Source: an optimization exercise on an open RTL-to-GDS flow (aim: small area, a short achievable clock period and few clock cycles). Production flows keep margins and buffers that such runs may drop.
Only simulation tests tie the RTL to the original design; equivalence was not proved.
Power is estimated from default activity; no workload was simulated.

Design mbcodec, start of the top module:
module mbcodec (
    input  wire        clk,
    input  wire        rst,           
    input  wire        cmd_valid,
    output wire        cmd_ready,
    input  wire [31:0] cmd,
    output reg         rsp_valid,
    output wire [3:0]  rsp_status,
    output wire [31:0] rsp_value,
    output reg         tx_valid,
    output reg  [7:0]  tx_data
);
export LEC_CHECK = 0
export CAP_MARGIN = 20
export CORE_MARGIN = 2
export CORE_UTILIZATION = 60
export CTS_CLUSTER_DIAMETER = 100
export CTS_CLUSTER_SIZE = 28
export PLACE_DENSITY = 0.7
export SETUP_SLACK_MARGIN = 5
export SLEW_MARGIN = 20
create_clock -name core_clock -period 8.0 [get_ports {clk}]
run.sh (not shown) runs the stock make flow with config.mk's settings and CLKGATE_MAP_FILE= SYNTH_SCRIPT=/design/flow/synth_recipe.tcl, a recipe that flattens the netlist after the stock synthesis.
Testbench counts at the start, summed over its fixed seeds: cycles 164,567.
==> next run, changes <==
--- a/flow/design.v
+++ b/flow/design.v
@@ -70,21 +70,20 @@
     wire [7:0]  in_b   = cmd[7:0];
     wire [15:0] in_s   = cmd[23:8];
     wire in_enc    = (in_opc == OPC_ENC_RD);
     wire in_xch    = (in_opc == OPC_XCH_RD);
     wire in_rd     = (in_opc == OPC_DEC_RDBUF);
     wire in_req_ok = (in_s <= 16'h1000) && (in_b >= 8'd1) && (in_b <= 8'h7D);
     reg        r_init, r_cbyte, r_cread, r_ccheck, r_dbyte, r_abort,
                r_rd, r_status, r_seta, r_geta, r_enc, r_xch;
     reg        z_hi, z_mid, z_lo;    
     reg        req_ok, b_szbad, b_adbad, b_one;
-    reg        b_lt;          
     reg [23:0] qh;            
     always @(posedge clk) begin
         r_init   <= (in_opc == OPC_CRC_INIT);
         r_cbyte  <= (in_opc == OPC_CRC_BYTE);
         r_cread  <= (in_opc == OPC_CRC_READ);
         r_ccheck <= (in_opc == OPC_CRC_CHECK);
         r_dbyte  <= (in_opc == OPC_DEC_BYTE);
         r_abort  <= (in_opc == OPC_DEC_ABORT);
         r_rd     <= in_rd;
         r_status <= (in_opc == OPC_DEC_STATUS);
@@ -92,21 +91,20 @@
         r_geta   <= (in_opc == OPC_CFG_GETADDR);
         r_enc    <= in_enc;
         r_xch    <= in_xch;
         z_hi     <= (cmd[23:16] == 8'd0);
         z_mid    <= (cmd[15:8]  == 8'd0);
         z_lo     <= (cmd[7:0]   == 8'd0);
         req_ok   <= in_req_ok;
         b_szbad  <= (in_b == 8'd0) || (in_b > 8'hFA);
         b_adbad  <= (in_b == 8'd0) || (in_b > 8'hF7);
         b_one    <= (in_b == 8'd1);
-        b_lt     <= (in_b < pcnt);
         if (rdy)
             qh <= cmd[23:0];
     end
     wire [7:0] arg_b = qh[7:0];
     wire e_rn = z_hi && z_mid && z_lo;      
     wire e_rb = z_hi && z_mid;              
     wire e_rh = z_hi;                       
     wire o_init   = ev && r_init   && e_rn;
     wire o_cbyte  = ev && r_cbyte  && e_rb;
     wire o_cread  = ev && r_cread  && e_rn;
@@ -122,21 +120,21 @@
     wire o_xch    = ev && r_xch;
     wire o_tx     = o_enc || o_xch;
     wire o_ill    = ev && !(o_init || o_cbyte || o_cread || o_ccheck || o_dbyte ||
                             o_abort || o_rdbuf || o_status || o_seta || o_geta || o_tx);
     wire xbusy   = o_xch && busy;                        
     wire sent    = (o_enc || (o_xch && !busy)) && req_ok;  
     wire txfault = o_tx && !sent;
     wire arm     = o_xch && !busy && req_ok;
     wire dbyte   = o_dbyte;
     wire seta_ok = o_seta && !busy && !b_adbad;
-    wire rd_arg  = !b_lt;
+    wire rd_arg  = arg_b >= pcnt;
     wire rd_ok   = o_rdbuf && s_done && !rd_arg;         
     wire rd_late = rd_ok && (sc != 3'd0);                
     reg  rd_wait;                                         
     wire rd_go   = rd_wait && (sc == 3'd0);
     wire [8*(NR+1)-1:0] taps;
     wire [7:0] rd_byte = taps[qh[7:RB]*8 +: 8];
     wire [15:0] dcrc_upd = crc_update(dcrc, arg_b);
     wire [15:0] acc_upd  = crc_update(crc_acc, arg_b);
     wire crc_ok = rclo_ok && (arg_b == dcrc[15:8]);
     wire b2_ok  = addr_ok && !f83 && f03 && !b_szbad;
Cell area hardly moves; cell count hardly moves; maximum frequency falls by 0.80%; die area is about the same; worst setup slack degrades by 24 ps; total power is about the same.
Testbench counts after the change, summed over its fixed seeds: cycles 164,567.

---

Setup of alpha:
Another version of the RTL of mbcodec (not shown whole).
Size: roughly 3800 cells after synthesis, ~2300 flip-flops, roughly 59000 µm² of cells after synthesis.
make LEC_CHECK=0 CAP_MARGIN=20 CORE_MARGIN=2 CORE_UTILIZATION=60 CTS_CLUSTER_DIAMETER=100 CTS_CLUSTER_SIZE=28 PLACE_DENSITY=0.7 SETUP_SLACK_MARGIN=5 SLEW_MARGIN=20 finish   # period 8.0 ns
Testbench counts of alpha, summed over its fixed seeds: cycles 164,567.
The following lists how beta was set up differently from alpha:
--- a/flow/design.v
+++ b/flow/design.v
@@ -58,61 +58,64 @@
     reg [3:0]  errcls;
     reg [7:0]  excode;
     reg        stray;
     wire busy = !(s_idle | s_done | s_err);
     wire [3:0] dstate = {s_xhi | s_done | s_err,
                          s_pay | s_crclo | s_crchi | s_xlo,
                          s_func | s_b2 | s_crchi | s_xlo | s_err,
                          s_addr | s_b2 | s_crclo | s_xlo | s_done};
     reg          rdy;         
     reg [2:0]    sc;          
     reg          ev;          
     reg [RB-1:0] ph;          
-    wire [RB-1:0] phw = ph - 1'b1;
+    reg [RB-1:0] phw;         
     wire acc = cmd_valid & rdy;
     assign cmd_ready = rdy;
     wire [7:0]  in_opc = cmd[31:24];
     wire [7:0]  in_b   = cmd[7:0];
     wire [15:0] in_s   = cmd[23:8];
     wire in_enc    = (in_opc == OPC_ENC_RD);
     wire in_xch    = (in_opc == OPC_XCH_RD);
     wire in_rd     = (in_opc == OPC_DEC_RDBUF);
     wire in_req_ok = (in_s <= 16'h1000) && (in_b >= 8'd1) && (in_b <= 8'h7D);
     reg        r_init, r_cbyte, r_cread, r_ccheck, r_dbyte, r_abort,
                r_rd, r_status, r_seta, r_geta, r_enc, r_xch;
     reg        z_hi, z_mid, z_lo;    
     reg        req_ok, b_szbad, b_adbad, b_one;
     reg [23:0] qh;            
+    reg [7-RB:0] qri;         
     always @(posedge clk) begin
         r_init   <= (in_opc == OPC_CRC_INIT);
         r_cbyte  <= (in_opc == OPC_CRC_BYTE);
         r_cread  <= (in_opc == OPC_CRC_READ);
         r_ccheck <= (in_opc == OPC_CRC_CHECK);
         r_dbyte  <= (in_opc == OPC_DEC_BYTE);
         r_abort  <= (in_opc == OPC_DEC_ABORT);
         r_rd     <= in_rd;
         r_status <= (in_opc == OPC_DEC_STATUS);
         r_seta   <= (in_opc == OPC_CFG_SETADDR);
         r_geta   <= (in_opc == OPC_CFG_GETADDR);
         r_enc    <= in_enc;
         r_xch    <= in_xch;
         z_hi     <= (cmd[23:16] == 8'd0);
         z_mid    <= (cmd[15:8]  == 8'd0);
         z_lo     <= (cmd[7:0]   == 8'd0);
         req_ok   <= in_req_ok;
         b_szbad  <= (in_b == 8'd0) || (in_b > 8'hFA);
         b_adbad  <= (in_b == 8'd0) || (in_b > 8'hF7);
         b_one    <= (in_b == 8'd1);
         if (rdy)
             qh <= cmd[23:0];
+        if (rdy && in_rd)
+            qri <= in_b[7:RB];
     end
     wire [7:0] arg_b = qh[7:0];
     wire e_rn = z_hi && z_mid && z_lo;      
     wire e_rb = z_hi && z_mid;              
     wire e_rh = z_hi;                       
     wire o_init   = ev && r_init   && e_rn;
     wire o_cbyte  = ev && r_cbyte  && e_rb;
     wire o_cread  = ev && r_cread  && e_rn;
     wire o_ccheck = ev && r_ccheck && e_rh;
     wire o_dbyte  = ev && r_dbyte  && e_rb;
     wire o_abort  = ev && r_abort  && e_rn;
     wire o_rd     = ev && r_rd;
@@ -128,25 +131,25 @@
     wire xbusy   = o_xch && busy;                        
     wire sent    = (o_enc || (o_xch && !busy)) && req_ok;  
     wire txfault = o_tx && !sent;
     wire arm     = o_xch && !busy && req_ok;
     wire dbyte   = o_dbyte;
     wire seta_ok = o_seta && !busy && !b_adbad;
     wire rd_arg  = arg_b >= pcnt;
     wire rd_ok   = o_rdbuf && s_done && !rd_arg;         
     wire rd_late = rd_ok && (sc != 3'd0);                
     reg  rd_wait;                                         
     wire rd_go   = rd_wait && (sc == 3'd0);
     wire [8*(NR+1)-1:0] taps;
-    wire [7:0] rd_byte = taps[qh[7:RB]*8 +: 8];
+    wire [7:0] rd_byte = taps[qri*8 +: 8];
     wire [15:0] dcrc_upd = crc_update(dcrc, arg_b);
     wire [15:0] acc_upd  = crc_update(crc_acc, arg_b);
     wire crc_ok = rclo_ok && (arg_b == dcrc[15:8]);
     wire b2_ok  = addr_ok && !f83 && f03 && !b_szbad;
     wire b2_x   = addr_ok && f83;
     wire chi_ok = crc_ok && len_ok;
     wire n_idle  = o_abort || (s_idle && !arm);
     wire n_addr  = arm || (!o_abort && s_addr && !dbyte);
     wire n_func  = !o_abort && ((s_addr && dbyte) || (s_func && !dbyte));
     wire n_b2    = !o_abort && ((s_func && dbyte) || (s_b2 && !dbyte));
     wire n_pay   = !o_abort && ((s_b2 && dbyte && b2_ok) || (s_pay && !(dbyte && last)));
     wire n_crclo = !o_abort && ((s_pay && dbyte && last) || (s_crclo && !dbyte));
@@ -342,28 +345,31 @@
         if (dbyte && s_b2) begin
             hdr2   <= arg_b;
             len_ok <= (arg_b == {expw, 1'b0});
             last   <= b_one;
         end
         if (pay_w)
             last <= (pcnt + 8'd2 == hdr2);
         if (dbyte && (s_crclo || s_xlo))
             rclo_ok <= (arg_b == dcrc[7:0]);
     end
     wire first_pay = pay_w && (pcnt == 8'd0);
     always @(posedge clk) begin
-        if (rst || first_pay)
-            ph <= {RB{1'b0}};
-        else
-            ph <= ph + 1'b1;
+        if (rst || first_pay) begin
+            ph  <= {RB{1'b0}};
+            phw <= {RB{1'b1}};
+        end else begin
+            ph  <= ph + 1'b1;
+            phw <= phw + 1'b1;
+        end
     end
     reg [RL-1:0] pv;
     reg [7:0]    pd [0:RL-1];
     wire [7:0]    pcm1 = pcnt - 8'd1;
     reg           wr_en;
     reg  [7:0]    wr_data;
     reg  [7-RB:0] wr_ring;
     always @(posedge clk) begin
         wr_en   <= pv[ph];
         wr_data <= pd[ph];
         wr_ring <= pcm1[7:RB] - {{(7-RB){1'b0}}, (ph > pcm1[RB-1:0])};
     end
- Taking alpha as the reference, in beta number of cells produced by synthesis stayed essentially flat; worst hold slack across all endpoints climbed 0.011 ns.
- [diff] internal reg-to-reg setup slack, beta relative to alpha: regression
- alpha → beta: setup slack lower; wire length after detailed routing higher.
- Summary: with alpha as the reference, clock tree buffer count of the final layout in beta moved down by a few percent.
- Finished layout cell area grows slightly when moving from alpha to beta.
- Summary — timing-limited maximum frequency, beta relative to alpha: lower, by 5.0 MHz.
Testbench counts of beta, summed over its fixed seeds: cycles 164,567.

## what the ideal ports hide
In the flow no input, the clock included, has a driving cell. The finished layouts below were timed again as built, in two steps. Step 1 (the two cells are an assumption about what drives the block):
set clk [get_ports {clk}]
set_driving_cell -lib_cell sky130_fd_sc_hd__clkbuf_16 $clk
set_driving_cell -lib_cell sky130_fd_sc_hd__buf_2 [delete_from_list [all_inputs] $clk]
Step 2 adds t to the input delays and takes it off the output delays; t is the mean of the earliest and latest rising clock arrival at the registers after step 1. Input paths then give back, and output paths get back, about the clock's delay inside the block. Three values: ideal ports, drivers, drivers and shift; two values: the first two.
run	t (ns)	slack for setup (ns)	worst data-port slew with drivers (ns)
the first run of note 1	0.747	5.044 / 4.978 / 4.376	0.03
the second run of note 1	0.755	5.020 / 4.991 / 4.328	0.03
alpha	0.758	5.052 / 4.984 / 4.463	0.04
beta	0.767	5.008 / 4.936 / 4.400	0.04
After both steps every run listed still meets setup and hold. For the second run of note 1, which loses most, drivers alone change the setup slack by -0.029 ns; drivers and shift together by -0.692 ns.
